This is an optimization exercise on Yosys and OpenROAD, whose aim is small area and a short achievable clock period, not a production implementation. Only simulation tests tie the RTL to the original design; equivalence was not proved. Power figures rest on the tool's default switching activity, not on a simulated workload.

Setup of build 82:
==> flow/design.v <==
module tap_fsm (
    input  wire [3:0] state,
    input  wire       c,
    output reg  [3:0] next
);
    localparam RTI    = 4'b0000, SEL_DR = 4'b0001, CAP_DR = 4'b0010, SH_DR  = 4'b0011,
               EX1_DR = 4'b0100, PAU_DR = 4'b0101, EX2_DR = 4'b0110, UPD_DR = 4'b0111,
               TLR    = 4'b1000, SEL_IR = 4'b1001, CAP_IR = 4'b1010, SH_IR  = 4'b1011,
               EX1_IR = 4'b1100, PAU_IR = 4'b1101, EX2_IR = 4'b1110, UPD_IR = 4'b1111;
    always @(*) begin
        case (state)
            TLR:    next = c ? TLR    : RTI;
            RTI:    next = c ? SEL_DR : RTI;
            SEL_DR: next = c ? SEL_IR : CAP_DR;
            CAP_DR: next = c ? EX1_DR : SH_DR;
            SH_DR:  next = c ? EX1_DR : SH_DR;
            EX1_DR: next = c ? UPD_DR : PAU_DR;
            PAU_DR: next = c ? EX2_DR : PAU_DR;
            EX2_DR: next = c ? UPD_DR : SH_DR;
            UPD_DR: next = c ? SEL_DR : RTI;
            SEL_IR: next = c ? TLR    : CAP_IR;
            CAP_IR: next = c ? EX1_IR : SH_IR;
            SH_IR:  next = c ? EX1_IR : SH_IR;
            EX1_IR: next = c ? UPD_IR : PAU_IR;
            PAU_IR: next = c ? EX2_IR : PAU_IR;
            EX2_IR: next = c ? UPD_IR : SH_IR;
            default: next = c ? SEL_DR : RTI;    
        endcase
    end
endmodule
module ir_decode (
    input  wire [7:0] value,
    input  wire       hi_nz,
    output reg  [3:0] code
);
    always @(*) begin
        if (hi_nz) code = 4'd14;
        else begin
            case (value)
                8'h83:   code = 4'd0;    
                8'h84:   code = 4'd1;    
                8'h85:   code = 4'd2;    
                8'h41:   code = 4'd3;    
                8'h43:   code = 4'd4;    
                8'hFF:   code = 4'd5;    
                8'h13:   code = 4'd6;    
                8'h14:   code = 4'd7;    
                8'h15:   code = 4'd8;    
                8'h44:   code = 4'd9;    
                8'h46:   code = 4'd10;   
                8'h22:   code = 4'd11;   
                8'h24:   code = 4'd12;   
                8'h61:   code = 4'd13;   
                default: code = 4'd14;   
            endcase
        end
    end
endmodule
module shift_field #(
    parameter W = 128
) (
    input  wire         clk,
    input  wire         shl,
    input  wire         hold,
    input  wire         din,
    input  wire [7:0]   set_hi,
    input  wire [15:0]  set_lo,
    output reg  [W-1:0] q
);
    wire [W-1:0] prev = {q[W-2:0], din};
    wire [W-1:0] d;
    genvar i;
    generate
        for (i = 0; i < W; i = i + 1) begin : g_bit
            field_bit u_bit (
                .shl  (shl),
                .hold (hold),
                .prev (prev[i]),
                .cur  (q[i]),
                .sa   (set_hi[i / 16]),
                .sb   (set_lo[i % 16]),
                .d    (d[i])
            );
        end
    endgenerate
    always @(posedge clk)
        q <= d;
endmodule
module field_bit (
    input  wire shl,
    input  wire hold,
    input  wire prev,
    input  wire cur,
    input  wire sa,
    input  wire sb,
    output wire d
);
    assign d = (shl & prev) | (hold & cur) | (sa & sb);
endmodule
module tap_core (
    input  wire         clk,
    input  wire         rst,
    input  wire         frame,
    input  wire         c,
    input  wire         t,
    input  wire         h,
    output wire         ev_valid,
    output wire         ev_kind,
    output wire [127:0] ev_to_target,
    output wire [127:0] ev_to_host,
    output wire [3:0]   ev_instr,
    output wire [1:0]   fault
);
    localparam RTI = 4'b0000;
    reg  [3:0] tap;
    reg        flt;
    reg  [7:0] len;
    reg        hi_nz;      
    reg        upd_q;      
    wire [3:0] tap_next;
    wire mode   = tap[3];                   
    wire is_cap = (tap[2:0] == 3'b010);
    wire is_sh  = (tap[2:0] == 3'b011);
    wire full   = len[7];                   
    wire ok_sh  = ~flt & is_sh & ~full;
    wire ok_cap = ~flt & is_cap;
    wire live   = frame & ~flt;
    wire sh     = frame & ok_sh;
    wire clr    = frame & ok_cap;
    tap_fsm u_fsm (
        .state (tap),
        .c     (c),
        .next  (tap_next)
    );
    always @(posedge clk) begin
        if (rst) begin
            tap   <= RTI;
            flt   <= 1'b0;
            upd_q <= 1'b0;
        end else if (live) begin
            if (is_sh & full) begin
                flt   <= 1'b1;
            end else begin
                tap   <= tap_next;
                upd_q <= (tap_next[2:0] == 3'b111);
            end
        end
    end
    always @(posedge clk) begin
        if (clr)     len <= 8'd0;
        else if (sh) len <= len + 8'd1;
    end
    always @(posedge clk) begin
        if (clr)                                  hi_nz <= 1'b0;
        else if (sh & mode & t & (|len[6:3]))     hi_nz <= 1'b1;
    end
    wire [7:0]  dec_hi = 8'd1 << len[6:4];
    wire [15:0] dec_lo = 16'd1 << len[3:0];
    wire ok_tt_shl = ok_sh & ~mode;         
    wire ok_th_shl = ok_sh & mode;          
    wire [7:0] ok_tt_set = dec_hi & {8{ok_sh & mode}};
    wire [7:0] ok_th_set = dec_hi & {8{ok_sh & ~mode}};
    wire [127:0] tt, th;
    shift_field u_tt (
        .clk    (clk),
        .shl    (frame & ok_tt_shl),
        .hold   (~(frame & (ok_tt_shl | ok_cap))),
        .din    (t),
        .set_hi (ok_tt_set & {8{frame & t}}),
        .set_lo (dec_lo),
        .q      (tt)
    );
    shift_field u_th (
        .clk    (clk),
        .shl    (frame & ok_th_shl),
        .hold   (~(frame & (ok_th_shl | ok_cap))),
        .din    (h),
        .set_hi (ok_th_set & {8{frame & h}}),
        .set_lo (dec_lo),
        .q      (th)
    );
    wire [3:0] code;
    reg  [3:0] instr_q;
    ir_decode u_dec (
        .value (tt[7:0]),
        .hi_nz (hi_nz),
        .code  (code)
    );
    always @(posedge clk)
        instr_q <= code;
    ev_gate u_ev (
        .frame    (frame),
        .ok       (upd_q),
        .ev_valid (ev_valid)
    );
    assign ev_kind      = mode;
    assign ev_instr     = instr_q;
    assign ev_to_target = tt;
    assign ev_to_host   = th;
    assign fault        = {flt, 1'b0};
endmodule
module ev_gate (
    input  wire frame,
    input  wire ok,
    output wire ev_valid
);
    assign ev_valid = frame & ok;
endmodule
Settings: LEC_CHECK=0, CAP_MARGIN=20, CORE_MARGIN=2, CORE_UTILIZATION=40, CTS_CLUSTER_DIAMETER=120, CTS_CLUSTER_SIZE=24, PLACE_DENSITY=0.95, SETUP_SLACK_MARGIN=2.65, SLEW_MARGIN=20, SYNTH_HIERARCHICAL=1; clock period 5.0 ns.
standard.sh (not shown) runs the stock make flow with config.mk's settings and CLKGATE_MAP_FILE= SYNTH_SCRIPT=/design/flow/synth_recipe.tcl, a recipe that flattens the netlist after the stock synthesis.
==> flow/flow/run.sh <==
#!/bin/bash
# The standard layout, with the ports buffered by the smallest buffer
# (buf_1) instead of the delay buffer buffer_ports picks by default.
set -euo pipefail
bash standard.sh BUFFER_PORTS_ARGS="-buffer_cell sky130_fd_sc_hd__buf_1" finish > make_finish.log 2>&1
No stage failed in build 82, and the final checks on the layout all came back clean.
### build 82 -> build 3
-- flow/config.mk --
<<< build 82, line 12
export CTS_CLUSTER_SIZE = 24
export PLACE_DENSITY = 0.95
export SETUP_SLACK_MARGIN = 2.65
export SLEW_MARGIN = 20
>>> build 3, line 12
export CTS_CLUSTER_SIZE = 24
export SETUP_SLACK_MARGIN = 2.72
export SLEW_MARGIN = 20
[summary]
Build 3: flow completed, timing, DRC and antenna clean. Comparing build 3 and build 82, global-route usage over all layers is higher on build 82. Between build 82 and build 3, the flow reports number of buffers outside the clock class in the layout increasing by a few percent. Diff build 82 -> build 3: part of the cycle the worst path needs moved down, post-layout total power level, total wirelength of the detailed-routed design moved down. Summary: with build 82 as the reference, power in combinational cells in build 3 moved up by a few percent. Between build 3 and build 82, the worst hold slack figures differ only marginally.
diff inputs: build 3 => build 55
-- flow/config.mk --
<<< build 3, line 10
export CORE_UTILIZATION = 40
export CTS_CLUSTER_DIAMETER = 120
export CTS_CLUSTER_SIZE = 24
export SETUP_SLACK_MARGIN = 2.72
export SLEW_MARGIN = 20
>>> build 55, line 10
export CORE_UTILIZATION = 40
export SETUP_SLACK_MARGIN = 2.65
export SLEW_MARGIN = 20
### Flow results
Build 55 vs. build 3: share of the clock period used by the worst path ~0 delta, first-iteration DRC count -4.6%, combinational power -about 9%, setup slack after layout -0.0048 ns. In the tables for build 3 and build 55, core utilization reads higher with build 55.
### build 55 -> build 93
-- flow/config.mk --
<<< build 55, line 9
export CORE_MARGIN = 2
export CORE_UTILIZATION = 40
export SETUP_SLACK_MARGIN = 2.65
>>> build 93, line 9
export CORE_MARGIN = 2
export CORE_UTILIZATION = 45
export CTS_CLUSTER_DIAMETER = 120
export CTS_CLUSTER_SIZE = 24
export PLACE_DENSITY = 0.85
export SETUP_SLACK_MARGIN = 2.65
- Between build 93 and build 55, it is build 93 whose number of buffers added by the clock tree synthesis step is lower, by 14.
- dfxtp_1 as the commonest non-fill, non-tap cell in the layout was reported by build 93, and buf_1 by build 55.
- Looking at build 93 and build 55, the fraction of the cycle the final worst path needs is a wash.
- Layout-stage area growth over the synthesis result: higher on build 55
- Comparing build 93 and build 55, the lower fill cell instance count of the final layout was measured on build 93.
- Every stage of the flow completed for build 93, and the final layout passed the timing, DRC and antenna checks.
- Build 55: done, clean on timing, DRC and antenna
- Diff build 55 -> build 93 | clock skew | increase of 0.0078 ns
- Relative to build 55, build 93 improves cell area.
- Non-clock buffer count ends up lower on build 93.
- Final worst-path setup slack (build 93 over build 55): increase, 0.0063 ns
- Compared with build 55, routed wire length in build 93 decreased by a few percent.
The following lists how build 75 was set up differently from build 93:
-- flow/config.mk --
<<< build 93, line 9
export CORE_MARGIN = 2
export CORE_UTILIZATION = 45
export CTS_CLUSTER_DIAMETER = 120
export CTS_CLUSTER_SIZE = 24
export PLACE_DENSITY = 0.85
export SETUP_SLACK_MARGIN = 2.65
>>> build 75, line 9
export CORE_MARGIN = 2
export CORE_UTILIZATION = 40
export CTS_CLUSTER_DIAMETER = 120
export CTS_CLUSTER_SIZE = 24
export SETUP_SLACK_MARGIN = 2.65
Notes after the runs:
- Of build 93 and build 75, build 93 shows the lower number of gates resized after CTS, with build 75 above it.
- Build 75 against build 93: overall power after layout up about 0.5%, switching fraction of total power climbed 0.21 points, global-route wire length before repair moved up.

-- afterwards: timing with drivers on the ports --
In the flow no input, the clock included, has a driving cell. The finished layouts below were timed again as built, in two steps. Step 1 sets driving cells, clkbuf_16 on the clock port and buf_2 on the other inputs (assumed; they add their load-dependent delay and slew). Step 2 times the ports against the registers' clock, not the clock port: input delays grow and output delays shrink by t, the midpoint of the rising clock arrivals with the driver on. a / b / c = ideal ports / drivers / drivers and shift; a / b = the first two.
run | t (ns) | setup slack, ns | slew at the worst register clock pin (ns)
build 82 | 0.542 | 2.645 / 2.603 / 2.098 | 0.10 / 0.10
build 3 | 0.540 | 2.657 / 2.617 / 2.222 | 0.10 / 0.10
build 55 | 0.595 | 2.652 / 2.612 / 2.128 | 0.07 / 0.07
build 93 | 0.526 | 2.658 / 2.612 / 2.138 | 0.10 / 0.10
build 75 | 0.540 | 2.650 / 2.611 / 2.220 | 0.10 / 0.10
After both steps setup and hold are still met in every run listed. For build 82, which loses most, drivers alone change the setup slack by -0.042 ns; drivers and shift together by -0.547 ns.
